This design comes from an exercise in tuning for small area, a short achievable clock period and few clock cycles on the open sky130 flow, not from production work.
Where RTL was checked, it was by simulation tests only, not by an equivalence proof against the original.
Only the layout flow was run in run 1; the RTL was not checked for function there.
Power figures rest on the tool's default switching activity, not on a simulated workload.

==> design.v <==
module xvcd_clkdiv (
    input  wire        clk,
    input  wire        rst,           
    input  wire        in_valid,
    output reg         in_ready,
    input  wire [31:0] in_hz,         
    input  wire        in_hs,         
    output reg         out_valid,
    input  wire        out_ready,
    output wire [15:0] out_divisor,
    output wire [31:0] out_achieved,  
    output reg         out_base_high,
    output reg         out_clamped,
    output reg         out_err        
);
    localparam [22:0] M_STD = 23'd5_999_999;    
    localparam [2:0] S_WAIT  = 3'd0,    
                     S_SETUP = 3'd3,    
                     S_DIV1  = 3'd1,    
                     S_DIV2  = 3'd2,    
                     S_TAB   = 3'd4,    
                     S_INC   = 3'd5;    
    reg  [2:0]  state;
    reg         held;        
    reg  [23:0] rem;         
    reg  [4:0]  cnt;         
    reg  [22:0] den;         
    reg  [24:0] quo;         
    reg         m_bit;       
    reg  [4:0]  qlen;        
    reg         r_small;     
    wire waiting = (state == S_WAIT);
    wire setup   = (state == S_SETUP);
    wire accept  = in_valid && in_ready;
    assign out_divisor = den[15:0];
    reg [24:0] tab;
    always @(*) begin
        if (out_base_high)
            tab = den[2] ? 25'd6_000_000 :
                  den[1] ? (den[0] ? 25'd7_500_000  : 25'd10_000_000)
                         : (den[0] ? 25'd15_000_000 : 25'd30_000_000);
        else if (den[3])
            tab = den[2] ? (den[1] ? (den[0] ? 25'd375_000 : 25'd400_000)
                                   : (den[0] ? 25'd428_572 : 25'd461_539))
                         : (den[1] ? (den[0] ? 25'd500_000 : 25'd545_455)
                                   : (den[0] ? 25'd600_000 : 25'd666_667));
        else
            tab = den[2] ? (den[1] ? (den[0] ? 25'd750_000   : 25'd857_143)
                                   : (den[0] ? 25'd1_000_000 : 25'd1_200_000))
                         : (den[1] ? (den[0] ? 25'd1_500_000 : 25'd2_000_000)
                                   : (den[0] ? 25'd3_000_000 : 25'd6_000_000));
    end
    assign out_achieved = {7'd0, quo};
    wire [18:0] inc_c;
    assign inc_c[0] = 1'b1;
    genvar g;
    generate
        for (g = 0; g < 18; g = g + 1) begin : g_inc
            assign inc_c[g + 1] = &quo[g:0];
        end
    endgenerate
    wire [18:0] quo_inc = quo[18:0] ^ inc_c;
    function automatic ge_c(input [24:0] x, input [24:0] c);
        integer j;
        reg     r;
        begin
            r = 1'b1;
            for (j = 0; j < 25; j = j + 1)
                r = c[j] ? (x[j] & r) : (x[j] | r);
            ge_c = r;
        end
    endfunction
    wire [24:0] p_hz  = {cnt[1:0], rem[22:0]};    
    wire        p_big = cnt[2];             
    wire        p_hs  = cnt[3];
    wire ge_92    = p_big | ge_c(p_hz, 25'd92);
    wire ge_2457  = p_big | ge_c(p_hz, 25'd2457);
    wire ge_6m    = p_big | ge_c(p_hz, 25'd6_000_000);
    wire gt_6m    = p_big | ge_c(p_hz, 25'd6_000_001);
    wire gt_30m   = p_big | ge_c(p_hz, 25'd30_000_001);
    wire ge_30m   = p_big | ge_c(p_hz, 25'd30_000_000);
    wire ge_15m   = p_big | ge_c(p_hz, 25'd15_000_000);
    wire ge_10m   = p_big | ge_c(p_hz, 25'd10_000_000);
    wire ge_7m5   = p_big | ge_c(p_hz, 25'd7_500_000);
    wire high     = p_hs & gt_6m;
    wire [2:0] hdiv = ge_30m ? 3'd0 : ge_15m ? 3'd1 : ge_10m ? 3'd2 :
                      ge_7m5 ? 3'd3 : 3'd4;
    wire is_div   = ge_92 & !ge_6m;
    reg [4:0] r_len;
    integer   i;
    always @(*) begin
        r_len = 5'd1;
        for (i = 1; i < 23; i = i + 1)
            if (rem[i]) r_len = i[4:0] + 5'd1;
    end
    wire [4:0]  len      = setup ? r_len : qlen + 5'd1;
    reg [4:0]  k_start;
    reg [22:0] rem_init;
    reg        m_init;
    always @(*) begin
        k_start  = 5'd0;
        rem_init = 23'd0;
        m_init   = 1'b0;
        for (i = 0; i < 23; i = i + 1)
            if (len == i[4:0] + 5'd1) begin
                k_start  = 5'd22 - i[4:0];
                rem_init = M_STD >> (23 - i);
                m_init   = M_STD[22 - i];
            end
    end
    wire [4:0]  cnt_dec = cnt - 5'd1;
    wire        neg     = rem[23];
    wire [24:0] rem_sh  = {rem, m_bit};
    wire [24:0] opnd    = {2'b00, den} ^ {25{!neg}};
    wire        cin     = neg ^ (state == S_DIV1);
    wire [25:0] rem_add = {rem_sh, 1'b1} + {opnd, cin};
    wire [23:0] rem_nxt = rem_add[24:1];
    wire        q_bit   = !rem_add[24];
    wire [24:0] q_next  = {6'd0, quo[17:0], q_bit};
    wire        last    = (cnt == 5'd0);
    wire        quo_nz  = (quo[18:0] != 19'd0);
    wire        big_q   = (quo[18:3] != 16'd0);    
    wire        start2  = (state == S_DIV1) && last && big_q && !r_small;
    always @(posedge clk) begin
        if (waiting) begin
            if (accept) begin
                rem   <= {1'b0, in_hz[22:0]};
                cnt   <= {1'b0, in_hs, in_hz[31:25] != 7'd0, in_hz[24:23]};
            end
        end else if (setup || start2) begin
            rem   <= {1'b0, rem_init};
            cnt   <= k_start;
            m_bit <= m_init;
        end else begin
            rem   <= rem_nxt;
            cnt   <= cnt_dec;
            m_bit <= M_STD[cnt_dec];
        end
    end
    always @(posedge clk) begin
        if (rst) begin
            state     <= S_WAIT;
            held      <= 1'b0;
            in_ready  <= 1'b1;
            out_valid <= 1'b0;
        end else begin
            case (state)
            S_WAIT: begin
                if (out_ready)
                    out_valid <= 1'b0;
                if ((accept || held) && (!out_valid || out_ready)) begin
                    held     <= 1'b0;
                    in_ready <= 1'b0;
                    state    <= S_SETUP;
                end else if (accept) begin
                    held     <= 1'b1;
                    in_ready <= 1'b0;
                end
            end
            S_SETUP: begin
                quo           <= 25'd0;
                qlen          <= 5'd0;
                den           <= rem[22:0];
                r_small       <= !ge_2457;
                out_err       <= !ge_92;
                out_base_high <= high;
                out_clamped   <= p_hs ? gt_30m : gt_6m;
                if (is_div) begin
                    state     <= S_DIV1;
                end else if (ge_6m) begin
                    den       <= high ? {20'd0, hdiv} : 23'd0;
                    state     <= S_TAB;
                end else begin
                    out_valid <= 1'b1;
                    in_ready  <= 1'b1;
                    state     <= S_WAIT;
                end
            end
            S_DIV1: begin
                if (last) begin
                    den <= q_next[15:0];
                    quo <= 25'd0;
                    if (start2) begin
                        state <= S_DIV2;
                    end else if (!r_small) begin
                        state <= S_TAB;
                    end else begin
                        quo       <= {2'd0, den};
                        out_valid <= 1'b1;
                        in_ready  <= 1'b1;
                        state     <= S_WAIT;
                    end
                end else begin
                    quo  <= q_next;
                    qlen <= quo_nz ? qlen + 5'd1 : {4'd0, q_bit};
                end
            end
            S_DIV2: begin
                quo <= q_next;
                if (last)
                    state <= S_INC;
            end
            S_INC: begin
                quo       <= {6'd0, quo_inc};
                out_valid <= 1'b1;
                in_ready  <= 1'b1;
                state     <= S_WAIT;
            end
            default: begin   
                quo       <= tab;
                out_valid <= 1'b1;
                in_ready  <= 1'b1;
                state     <= S_WAIT;
            end
            endcase
        end
    end
endmodule
==> flow/run.sh <==
#!/bin/bash
# The standard layout (the standard.sh), with the port buffers that
# buffer_ports inserts at placement made the smallest plain buffer; the
# resizer still upsizes them where timing needs it.
set -euo pipefail
export BUFFER_PORTS_ARGS="-buffer_cell sky130_fd_sc_hd__buf_1"
bash standard.sh > standard.log 2>&1
==> standard.sh <==
#!/bin/bash
# synth_recipe.tcl (not shown) runs the flow's synth.tcl, then flattens the netlist and writes it again
# the make line also repeats each setting of config.mk as NAME=value (left out here)
make -C /OpenROAD-flow-scripts/flow DESIGN_CONFIG=/design/flow/config.mk WORK_HOME=/design/flow/orfs CLKGATE_MAP_FILE= SYNTH_SCRIPT=/design/flow/synth_recipe.tcl "${@:-finish}"
==> config.mk <==
export PLATFORM = sky130hd
export DESIGN_NAME = xvcd_clkdiv
export DESIGN_NICKNAME = xvcd_clkdiv
export VERILOG_FILES = /design/flow/design.v
export SDC_FILE = /design/flow/constraint.sdc
export NUM_CORES = 4
export LEC_CHECK = 0
export ABC_CLOCK_PERIOD_IN_PS = 3000
export CAP_MARGIN = 20
export CORE_MARGIN = 2
export CORE_UTILIZATION = 40
export PLACE_DENSITY = 0.6
export SETUP_SLACK_MARGIN = 5.0
export SLEW_MARGIN = 20
==> constraint.sdc <==
create_clock -name core_clock -period 8.0 [get_ports {clk}]
set_input_delay 1.6000 -clock core_clock [delete_from_list [all_inputs] [get_ports {clk}]]
set_output_delay 1.6000 -clock core_clock [all_outputs]
set_load 0.01 [all_outputs]
==> results of run 1 <==
-- cells by family (layout without fill, tap and decap cells) --
| group | count (synthesis) | after routing | synth area share, % |
|---|---|---|---|
| AO/OA/AOI/OAI | 327 | 327 | 25.7 |
| XOR/XNOR | 60 | 60 | 6.34 |
| adder cells (fa/ha/maj) | 46 | 46 | 7.04 |
| buffers and inverters | 112 | 216 | 6.22 |
| flip-flops | 93 | 93 | 33.0 |
| multiplexers | 8 | 8 | 1.18 |
| other | 1 | 7 | 0.0453 |
| AND/OR/NAND/NOR | 358 | 358 | 20.5 |
-- routing by layer --
metal | part of all wire (%) | global-route usage [%] | wire length [µm] | vias up
li1 | - | - | - | 3944
met1 | 42 | 34.4 | 12300 | 4036
met2 | 48 | 41.6 | 13900 | 433
met3 | 7.3 | 4.10 | 2110 | 55
met4 | 2.3 | 7.29 | 657 | 0
met5 | 0 | 0 | 0 | -
-- area by class of cell --
cell class | count | area share (%)
Sequential cell | 93 | 27.1
Multi-Input combinational cell | 806 | 54.7
Clock buffer | 9 | 2.22
Tap cell | 270 | 3.34
Timing Repair Buffer | 178 | 11.2
Inverter | 22 | 0.815
Clock inverter | 7 | 0.655
-- synth_stat cells (all sizes together) (6+ instances only) --
library cell	count	area share [%]
a221oi	13	1.6
ha	45	6.8
xor2	14	1.5
a211oi	14	1.3
a21o	15	1.4
o221ai	6	0.63
nor2	74	3.4
a21oi	91	5.5
nor4	10	0.83
o21a	11	1.0
and3	15	1.1
o22ai	20	1.5
inv	22	1.0
o211ai	6	0.60
mux2i	6	0.72
o31ai	9	0.82
nor2b	14	1.1
clkbuf	57	2.6
nand2	123	5.6
nand2b	13	0.98
nand3	40	2.4
edfxtp	87	32
xnor2	46	4.9
a31oi	11	0.83
dfxtp	6	1.4
o21ai	78	4.8
nor3	35	2.1
buf	33	2.6
a221o	6	0.72
-- worst max-delay path, stage by stage, from the launching register on --
cell and delay (ps):
sky130_fd_sc_hd__edfxtp_1 430, sky130_fd_sc_hd__buf_12 180, sky130_fd_sc_hd__buf_4 140, sky130_fd_sc_hd__xnor2_1 150
sky130_fd_sc_hd__ha_2 210, sky130_fd_sc_hd__a21o_1 180, sky130_fd_sc_hd__a21o_1 170, sky130_fd_sc_hd__a21o_1 170
sky130_fd_sc_hd__o41a_1 490, sky130_fd_sc_hd__a31oi_2 250, sky130_fd_sc_hd__xor2_1 280, sky130_fd_sc_hd__o221ai_1 160
sky130_fd_sc_hd__o21a_1 130
-- path summary, 6_finish.rpt --
check / startpoint / end / slack [ps] / cells past startpoint
worst min register to register: out_valid / held / 520 / 2
worst max register to register: rem[23] / rem[18] / 4810 / 12
worst min-delay path: out_valid / held / 520 / 2
worst max-delay path: rem[23] / rem[18] / 4810 / 12
-- registers in the layout (all words and copies together), names as in the netlist --
signal and flops:
in_ready 1, qlen 5, m_bit 1, r_small 1, quo 25, state 3, out_clamped 1, den 23
rem 24, held 1, out_valid 1, cnt 5, out_base_high 1, out_err 1
-- repair_timing --
action / in CTS / in global routing
pin swaps: 22 / 26
cloned: 2 / 0
hold endpoints to repair: 0 / 0
hold buffers: 0 / 0
setup buffers: 23 / 55
endpoints found under the setup margin: 80 / 45
resized for setup: 49 / 58
-- metrics by stage --
stage | setup WS [ps] | cell area [µm²] | utilization, %
after CTS | 4850 | 9440 | 46.5
final | 4810 | 10100 | 49.9
after floorplan | 4960 | 8400 | -
after detailed placement | 4450 | 8680 | 42.8
after global placement | 4500 | 8680 | 42.8
after global routing | 4750 | 10100 | 49.9
-- power groups by stage --
stage               clock network, µW  registers [µW]  logic, µW
finish                            441            1150       3480
global route                      462            1170       3750
CTS                               446            1180       2910
detailed placement                  0            1190       2610
global placement                    0            1190       2610
floorplan                           0             996       2050
==> impl_metrics.env, run 1 <==
export IMPL_power_switching_fraction_pct=49.2
export IMPL_worst_setup_path_start_kind="register"
export IMPL_insertedDiodeCount=0
export IMPL_vdd_ir_drop_max_v=0.000213
export IMPL_die_width_um=148
export IMPL_relSlewSlack_pct=55.3
export IMPL_period_needed_ps=3190
export IMPL_period_share_pct=39.9
export IMPL_slew_viol_final=0
export IMPL_pin_count=90
export IMPL_fillerInstances=1979
export IMPL_ys_dominant_reg_cell="sky130_fd_sc_hd__edfxtp_1"
export IMPL_power_net_switching_uw=2490
export IMPL_worst_setup_hold_path_clk_slew_ps=70
export IMPL_clk_latency_ps=360
export IMPL_worstPathMaxFanout=8
export IMPL_io_buffer_count=82
export IMPL_die_height_um=148
export IMPL_number_of_h_tree_levels=3
export IMPL_final_nets=1193
export IMPL_path_class="reg2reg"
export IMPL_grt_pass1_wl_mm=42.9
export IMPL_fin_worst_hold_slack_ps=522
export IMPL_cts_root_buf="sky130_fd_sc_hd__clkbuf_16"
export IMPL_static_leakage_power_uw=0.00373
export IMPL_post_place_cells=1289
export IMPL_grt_start_max_net_pins=32
export IMPL_avgViaCountPerCell=6.11
export IMPL_drt_first_pass_iters=6
export IMPL_cts_buffers=9
export IMPL_dp_final_hpwl_mm=19.8
export IMPL_internal_power_uw=2570
export IMPL_drt_initial_drc_count=937
export IMPL_finish_cell_count_without_fillers=1385
export IMPL_gr_total_overflow=0
export IMPL_wire_per_inst_um=20.9
export IMPL_drt_antenna_violating_nets=0
export IMPL_setup_violations_final=0
export IMPL_cp_data_required_time_ps=8120
export IMPL_worstPathArrival_ps=3310
export IMPL_accumulated_negative_setup_slack_ps=0
export IMPL_ff_latch_area_um2=2740
export IMPL_finalHoldViolCount=0
export IMPL_cts_tree="yes"
export IMPL_placeableCoreArea_um2=20300
export IMPL_multiInputGateArea_um2=5540
export IMPL_outcome="timing/DRC/antenna clean"
export IMPL_most_common_layout_cells="sky130_fd_sc_hd__nand2_1, sky130_fd_sc_hd__edfxtp_1, sky130_fd_sc_hd__buf_4, sky130_fd_sc_hd__buf_1, sky130_fd_sc_hd__a21oi_1"
export IMPL_asyncSetResetFlopFracSynth_pct=0
export IMPL_detail_route_wirelength_mm=28.9
export IMPL_initial_core_utilization_pct=40.8
export IMPL_rsz0062_at_grt="true"
export IMPL_totalPowerFinal_uw=5070
export IMPL_cts_root_to_sink_buffers=2
export IMPL_combinationalPowerShare_pct=68.6
export IMPL_drv_cap=0
export IMPL_achievable_frequency_ghz=0.314
export IMPL_fp_dieArea_um2=21900
export IMPL_fin_skew_ps=8.43
export IMPL_row_count=52
export IMPL_syn_area_per_cell_um2=8.25
export IMPL_ys_types=75
export IMPL_vias_in_the_first_global_route=7484
export IMPL_worst_slew_pin_transition_ps=668
export IMPL_end_kind="register"
export IMPL_globalplace_congestion=0.897
export IMPL_grtUsageTotal_pct=25.3
export IMPL_layout_area_overhead_vs_synth_pct=22.2
export IMPL_clkPwrFrac_pct=8.7
export IMPL_hold_path_class="reg2reg"
export IMPL_power_per_cell_area_nw_per_um2=500
export IMPL_ys_warnings_count=1
export IMPL_most_frequent_standard_cell_in_the_layout_excluding_fill_and_tap_cells="sky130_fd_sc_hd__nand2_1"
export IMPL_clock_sink_count=93
export IMPL_drt_drc_violations_left=0
export IMPL_antenna_found_initial=0
export IMPL_post_synth_instance_area_um2=8290
export IMPL_post_synth_inst_count=1005
export IMPL_final_layout_size_suffix_gt1_share_pct=17.6
export IMPL_number_of_synthesized_flops_with_an_enable_pin=87
export IMPL_synth_seq_cells=93
export IMPL_detailroute_via_count=8468
export IMPL_power_sequential_fraction_pct=22.7
export IMPL_synth_yosys_seq_area_share_pct=33.0
==> run 2, diff against run 1 <==
==> design.v (replaced) <==
module xvcd_clkdiv (
    input  wire        clk,
    input  wire        rst,           
    input  wire        in_valid,
    output wire        in_ready,
    input  wire [31:0] in_hz,         
    input  wire        in_hs,         
    output reg         out_valid,
    input  wire        out_ready,
    output wire [15:0] out_divisor,
    output wire [31:0] out_achieved,  
    output reg         out_base_high,
    output reg         out_clamped,
    output reg         out_err        
);
    localparam [22:0] M_STD = 23'd5_999_999;    
    localparam [2:0] S_IDLE  = 3'd0,
                     S_SETUP = 3'd1,    
                     S_DIV1  = 3'd2,    
                     S_DIV2  = 3'd3,    
                     S_TAB   = 3'd4,    
                     S_DONE  = 3'd5;
    reg  [2:0]  state;
    reg  [22:0] rem;         
    reg  [22:0] den;         
    reg  [24:0] quo;         
    reg  [4:0]  cnt;         
    assign in_ready     = (state == S_IDLE);
    assign out_divisor  = den[15:0];
    assign out_achieved = {7'd0, quo + 25'd1};
    wire ge_92    = (in_hz >= 32'd92);
    wire ge_6m    = (in_hz >= 32'd6_000_000);
    wire gt_6m    = (in_hz >  32'd6_000_000);
    wire gt_30m   = (in_hz >  32'd30_000_000);
    wire ge_30m   = (in_hz >= 32'd30_000_000);
    wire ge_15m   = (in_hz >= 32'd15_000_000);
    wire ge_10m   = (in_hz >= 32'd10_000_000);
    wire ge_7m5   = (in_hz >= 32'd7_500_000);
    wire high     = in_hs & gt_6m;
    wire [2:0] hdiv = ge_30m ? 3'd0 : ge_15m ? 3'd1 : ge_10m ? 3'd2 :
                      ge_7m5 ? 3'd3 : 3'd4;
    wire [22:0] lz_in = {quo[21:0], 1'b1};
    reg  [4:0]  len;
    integer i;
    always @(*) begin
        len = 5'd1;
        for (i = 1; i < 23; i = i + 1)
            if (lz_in[i]) len = i[4:0] + 5'd1;
    end
    wire [4:0]  k_start  = 5'd23 - len;               
    wire [22:0] rem_init = M_STD >> (5'd24 - len);     
    wire        m_bit   = M_STD[cnt];
    wire [23:0] rem_sh  = {rem, m_bit};
    wire [24:0] rem_sub = {1'b0, rem_sh} - {2'b0, den} - {24'd0, state == S_DIV2};
    wire        q_bit   = !rem_sub[24];
    wire [22:0] rem_nxt = q_bit ? rem_sub[22:0] : rem_sh[22:0];
    wire [24:0] q_next  = {quo[23:0], q_bit};
    reg [24:0] tab;
    always @(*) begin
        case ({out_base_high, den[2:0]})
        4'b0_000: tab = 25'd5_999_999;
        4'b0_001: tab = 25'd2_999_999;
        4'b0_010: tab = 25'd1_999_999;
        4'b0_011: tab = 25'd1_499_999;
        4'b0_100: tab = 25'd1_199_999;
        4'b0_101: tab = 25'd999_999;
        4'b0_110: tab = 25'd857_142;
        4'b0_111: tab = 25'd749_999;
        4'b1_000: tab = 25'd29_999_999;
        4'b1_001: tab = 25'd14_999_999;
        4'b1_010: tab = 25'd9_999_999;
        4'b1_011: tab = 25'd7_499_999;
        default:  tab = 25'd5_999_999;
        endcase
    end
    always @(posedge clk) begin
        if (rst) begin
            state     <= S_IDLE;
            out_valid <= 1'b0;
        end else begin
            case (state)
            S_IDLE: begin
                if (in_valid) begin
                    out_err       <= !ge_92;
                    out_base_high <= high;
                    out_clamped   <= in_hs ? gt_30m : gt_6m;
                    if (!ge_92) begin
                        out_valid <= 1'b1;
                        state     <= S_DONE;
                    end else if (ge_6m) begin
                        den   <= high ? {20'd0, hdiv} : 23'd0;
                        state <= S_TAB;
                    end else begin
                        den   <= in_hz[22:0];
                        quo   <= {3'd0, in_hz[22:1]};
                        state <= S_SETUP;
                    end
                end
            end
            S_SETUP: begin
                rem   <= rem_init;
                cnt   <= k_start;
                quo   <= 25'd0;
                state <= S_DIV1;
            end
            S_DIV1: begin
                cnt <= cnt - 5'd1;
                if (cnt == 5'd0) begin
                    den <= q_next[22:0];
                    if (quo[23:2] == 22'd0) begin
                        state <= S_TAB;
                    end else begin
                        rem   <= rem_init;
                        cnt   <= k_start;
                        quo   <= 25'd0;
                        state <= S_DIV2;
                    end
                end else begin
                    rem <= rem_nxt;
                    quo <= q_next;
                end
            end
            S_DIV2: begin
                rem <= rem_nxt;
                quo <= q_next;
                cnt <= cnt - 5'd1;
                if (cnt == 5'd0) begin
                    out_valid <= 1'b1;
                    state     <= S_DONE;
                end
            end
            S_TAB: begin
                quo       <= tab;
                out_valid <= 1'b1;
                state     <= S_DONE;
            end
            S_DONE: begin
                if (out_ready) begin
                    out_valid <= 1'b0;
                    state     <= S_IDLE;
                end
            end
            default: state <= S_IDLE;
            endcase
        end
    end
endmodule
==> run.sh (new file) <==
#!/bin/bash
# synth_recipe.tcl (not shown) runs the flow's synth.tcl, then flattens the netlist and writes it again
# the make line also repeats each setting of config.mk as NAME=value (left out here)
make -C /OpenROAD-flow-scripts/flow DESIGN_CONFIG=/design/flow/config.mk WORK_HOME=/design/flow/orfs CLKGATE_MAP_FILE= SYNTH_SCRIPT=/design/flow/synth_recipe.tcl finish
--- a/config.mk
+++ b/config.mk
@@ -7,3 +7,2 @@
 export LEC_CHECK = 0
-export ABC_CLOCK_PERIOD_IN_PS = 3000
 export CAP_MARGIN = 20
@@ -12,3 +11,2 @@
 export PLACE_DENSITY = 0.6
-export SETUP_SLACK_MARGIN = 5.0
 export SLEW_MARGIN = 20
removed: flow/run.sh
removed: standard.sh
==> run 2 against run 1 <==
Against the previous run: register-to-register slack got worse by 2200 ps; sequential share of layout area decreased by 1.2 points; critical path depth increased by 7; sequential cell count decreased by 10; routed wire length decreased by 9.3%; critical path type unchanged.
==> impl_metrics.env, run 2 <==
export IMPL_outcome="timing/DRC/antenna clean"
export IMPL_clkPwrFrac_pct=13.8
export IMPL_synth_yosys_seq_area_share_pct=29.3
export IMPL_r2r_end="rem[13]"
export IMPL_pin_count=90
export IMPL_synth_most_common_cell="sky130_fd_sc_hd__nand2_1"
export IMPL_grt_pass1_wl_mm=41.0
export IMPL_syn_area_per_cell_um2=8.02
export IMPL_detail_route_wirelength_mm=26.2
export IMPL_hold_path_class="reg2reg"
export IMPL_post_synth_inst_count=1045
export IMPL_ys_types=80
export IMPL_most_common_layout_cells="sky130_fd_sc_hd__nand2_1, sky130_fd_sc_hd__inv_1, sky130_fd_sc_hd__clkdlybuf4s50_1, sky130_fd_sc_hd__edfxtp_1, sky130_fd_sc_hd__nor2_1"
export IMPL_crit_path_top_delay_cell="sky130_fd_sc_hd__o31ai_4"
export IMPL_power_net_switching_uw=1360
export IMPL_hold_path_depth=2
export IMPL_largest_register_ffs=25
export IMPL_finalHoldViolCount=0
export IMPL_row_count=52
export IMPL_hold_path_end="out_valid"
export IMPL_end_kind="register"
export IMPL_synth_seq_cells=83
export IMPL_cts_root_buf="sky130_fd_sc_hd__clkbuf_16"
export IMPL_cts_root_to_sink_buffers=2
export IMPL_fp_dieArea_um2=22100
export IMPL_period_needed_ps=5440
export IMPL_most_frequent_standard_cell_in_the_layout_excluding_fill_and_tap_cells="sky130_fd_sc_hd__nand2_1"
export IMPL_number_of_h_tree_levels=3
export IMPL_globalplace_congestion=0.933
export IMPL_setup_violations_final=0
export IMPL_worstPathMaxFanout=19
export IMPL_gr_total_overflow=0
export IMPL_drt_first_pass_iters=5
export IMPL_clock_sink_count=83
export IMPL_synth_top_cells_by_count="sky130_fd_sc_hd__nand2_1, sky130_fd_sc_hd__inv_1, sky130_fd_sc_hd__edfxtp_1"
export IMPL_critical_path_cell_chain="inv_1 -> ha_1 -> nor2_1 -> a22oi_1 -> o221ai_1 -> fa_1 -> inv_1 -> ha_1 -> nor2_1 -> fa_1 -> nand2_1 -> a31oi_1 -> o221a_2 -> a211oi_1 -> a31oi_1 -> o31ai_4 -> buf_4 -> mux2i_1 -> o22ai_2"
export IMPL_clk_latency_ps=350
export IMPL_asyncSetResetFlopFracSynth_pct=0
export IMPL_drt_antenna_violating_nets=0
export IMPL_static_leakage_power_uw=0.00367
export IMPL_insertedDiodeCount=0
export IMPL_io_buffer_count=82
export IMPL_antenna_found_initial=0
export IMPL_post_cts_hold_buffer_count=0
export IMPL_yosys_top_cells_area="sky130_fd_sc_hd__edfxtp_1, sky130_fd_sc_hd__ha_1, sky130_fd_sc_hd__nand2_1"
export IMPL_drt_initial_drc_count=875
export IMPL_slew_viol_final=0
export IMPL_post_synth_instance_area_um2=8380
export IMPL_die_width_um=149
export IMPL_avgViaCountPerCell=5.98
export IMPL_dominant_delay_contributor_by_cell_family_on_the_critical_path="compound AO/OA/AOI/OAI gates"
export IMPL_fin_ws_ps=2560
export IMPL_drt_drc_violations_left=0
export IMPL_timing_critical_path_slowest_cell_delay_ps=630
export IMPL_detailroute_via_count=7980
export IMPL_power_per_cell_area_nw_per_um2=312
export IMPL_reg2reg_slack_ps=2560
export IMPL_yosysTopAreaCellShare_pct=28.3
export IMPL_worstPathBufferInverterCount=3
export IMPL_path_class="reg2reg"
export IMPL_ys_dominant_reg_cell="sky130_fd_sc_hd__edfxtp_1"
export IMPL_power_sequential_fraction_pct=26.4
export IMPL_achievable_frequency_ghz=0.184
export IMPL_worstPathArrival_ps=5520
export IMPL_post_cts_buffers=0
export IMPL_netlist_top_cell_by_area="sky130_fd_sc_hd__edfxtp_1"
export IMPL_fin_skew_ps=12.1
export IMPL_accumulated_negative_setup_slack_ps=0
export IMPL_power_switching_fraction_pct=46.1
export IMPL_rsz0062_at_grt="false"
export IMPL_cts_tree="yes"
export IMPL_dp_final_hpwl_mm=19.8
export IMPL_worst_slew_pin_transition_ps=1080
export IMPL_r2r_worst_path_cells=19
export IMPL_vias_in_the_first_global_route=7419
export IMPL_regMostFlops="quo"
export IMPL_relSlewSlack_pct=27.2
export IMPL_drv_cap=0
export IMPL_period_share_pct=68.0
export IMPL_combinationalPowerShare_pct=59.8
export IMPL_fillerInstances=2063
export IMPL_cts_resized=0
export IMPL_grtUsageTotal_pct=23.7
export IMPL_number_of_synthesized_flops_with_an_enable_pin=79
export IMPL_internal_power_uw=1590
export IMPL_worst_setup_hold_path_clk_slew_ps=70
export IMPL_die_height_um=149
export IMPL_top_regs="quo x25, den x23, rem x23"
export IMPL_initial_core_utilization_pct=41.1
export IMPL_final_layout_size_suffix_gt1_share_pct=4.79
export IMPL_pre_cts_slack_ps=2590
export IMPL_cts_buffers=9
export IMPL_placeableCoreArea_um2=20400
export IMPL_wire_per_inst_um=19.7
export IMPL_layout_area_overhead_vs_synth_pct=13.1
export IMPL_final_nets=1159
export IMPL_worst_setup_path_start_kind="register"
export IMPL_vdd_ir_drop_max_v=0.000120
export IMPL_ys_warnings_count=1
export IMPL_grt_start_max_net_pins=40
export IMPL_cp_data_required_time_ps=8090
export IMPL_timing_hold_worst_start="out_valid"
export IMPL_startpoint_of_the_worst_slack_reg_to_reg_timing_path="cnt[0]"
-- run 2: changes by cell type after synthesis, moves of 9 or more --
cell and delta:
sky130_fd_sc_hd__inv_1 +74, sky130_fd_sc_hd__a21oi_1 -22, sky130_fd_sc_hd__nand2_1 -18, sky130_fd_sc_hd__ha_1 +16, sky130_fd_sc_hd__mux2i_1 +16, sky130_fd_sc_hd__o22ai_1 -14
sky130_fd_sc_hd__a21o_1 -9
-- run 2: through the flow --
step	std cells	power (µW)	util, %	hold WS [ps]	cell area (µm²)
global route	1334	3170	46.5	621	9470
finish	1334	2960	46.5	540	9470
detailed placement	1318	2530	45.1	539	9190
CTS	1334	2940	46.5	552	9470
floorplan	1051	2020	-	529	8400
global placement	1318	2530	45.1	520	9190
-- run 2: final cells by class --
type / count / area (µm²) / area share (%)
Tap cell: 270 / 338 / 3.57
Clock inverter: 6 / 50.0 / 0.528
Sequential cell: 83 / 2450 / 25.9
Timing Repair Buffer: 96 / 926 / 9.78
Clock buffer: 10 / 229 / 2.42
Inverter: 97 / 364 / 3.84
Multi-Input combinational cell: 772 / 5110 / 54.0
-- run 2: how the worst max path moves through the flow --
stage,from,endpoint,slack (ps),depth (start not counted)
floorplan,in_hz[18],den[0],1130,8
global placement,cnt[0],rem[13],2750,19
detailed placement,cnt[0],rem[13],2590,19
CTS,cnt[0],rem[13],2530,19
global route,cnt[0],rem[13],2180,19
finish,cnt[0],rem[13],2560,19
-- run 2: worst min-delay path, cell delays in order, from the launching register on --
cell and delay (ps):
sky130_fd_sc_hd__dfxtp_1 310, sky130_fd_sc_hd__a21oi_1 120, sky130_fd_sc_hd__a211oi_1 60
-- run 2: cell families (layout without fill, tap and decap cells) --
kind of cell,count (synthesis),in the layout,share of synthesized area [%]
xor gates and xnor gates,52,52,5.44
AOI/OAI and AO/OA,285,285,22.4
muxes,26,26,3.26
other,1,7,0.0448
DFF,83,83,29.3
buffers and inverters,196,209,10.4
and+or+nand+nor,339,339,19.7
adders and majority gates,63,63,9.59
-- run 2: power groups by stage --
stage	combinational (µW)	clock [µW]	sequential, µW
global route	1950	425	793
finish	1770	408	780
global placement	1740	0	787
detailed placement	1740	0	785
floorplan	1330	0	692
CTS	1760	410	777
-- run 2: per-layer routing --
layer  vias up  share of wire [%]  GRT usage (%)
li1       3794                  -              -
met3        58                7.3           3.16
met2       350                 46           38.5
met5         -                  0              0
met1      3778                 43           32.3
met4         0                3.2           8.62
Testbench counts of run 2, summed over its fixed seeds: cycles 20,860.

## what the ideal ports hide
How much do the figures lean on ideal ports? The routed layouts below were timed once more, with nothing changed but the port constraints. Step 1 sets driving cells, clkbuf_16 on the clock port and buf_2 on the other inputs (assumed; they add their load-dependent delay and slew). Step 2 moves the port delays by t, midway between the first and last clock arrival at a register: inputs arrive t later, outputs are due t later. That takes back most of the time a late clock gives input paths. Three values: no drivers, after step 1, after step 2; two values: the first two.
run	t (ns)	setup WS [ns]	clock arrival spread, ns	worst slew at a driven data input, ns	cell pins on the clock port's net
run 1	0.404	4.811 / 4.811 / 4.811	0.009 / 0.009	0.03	1
run 2	0.392	2.564 / 2.564 / 2.564	0.012 / 0.012	0.03	1
After both steps every run listed still meets setup and hold.
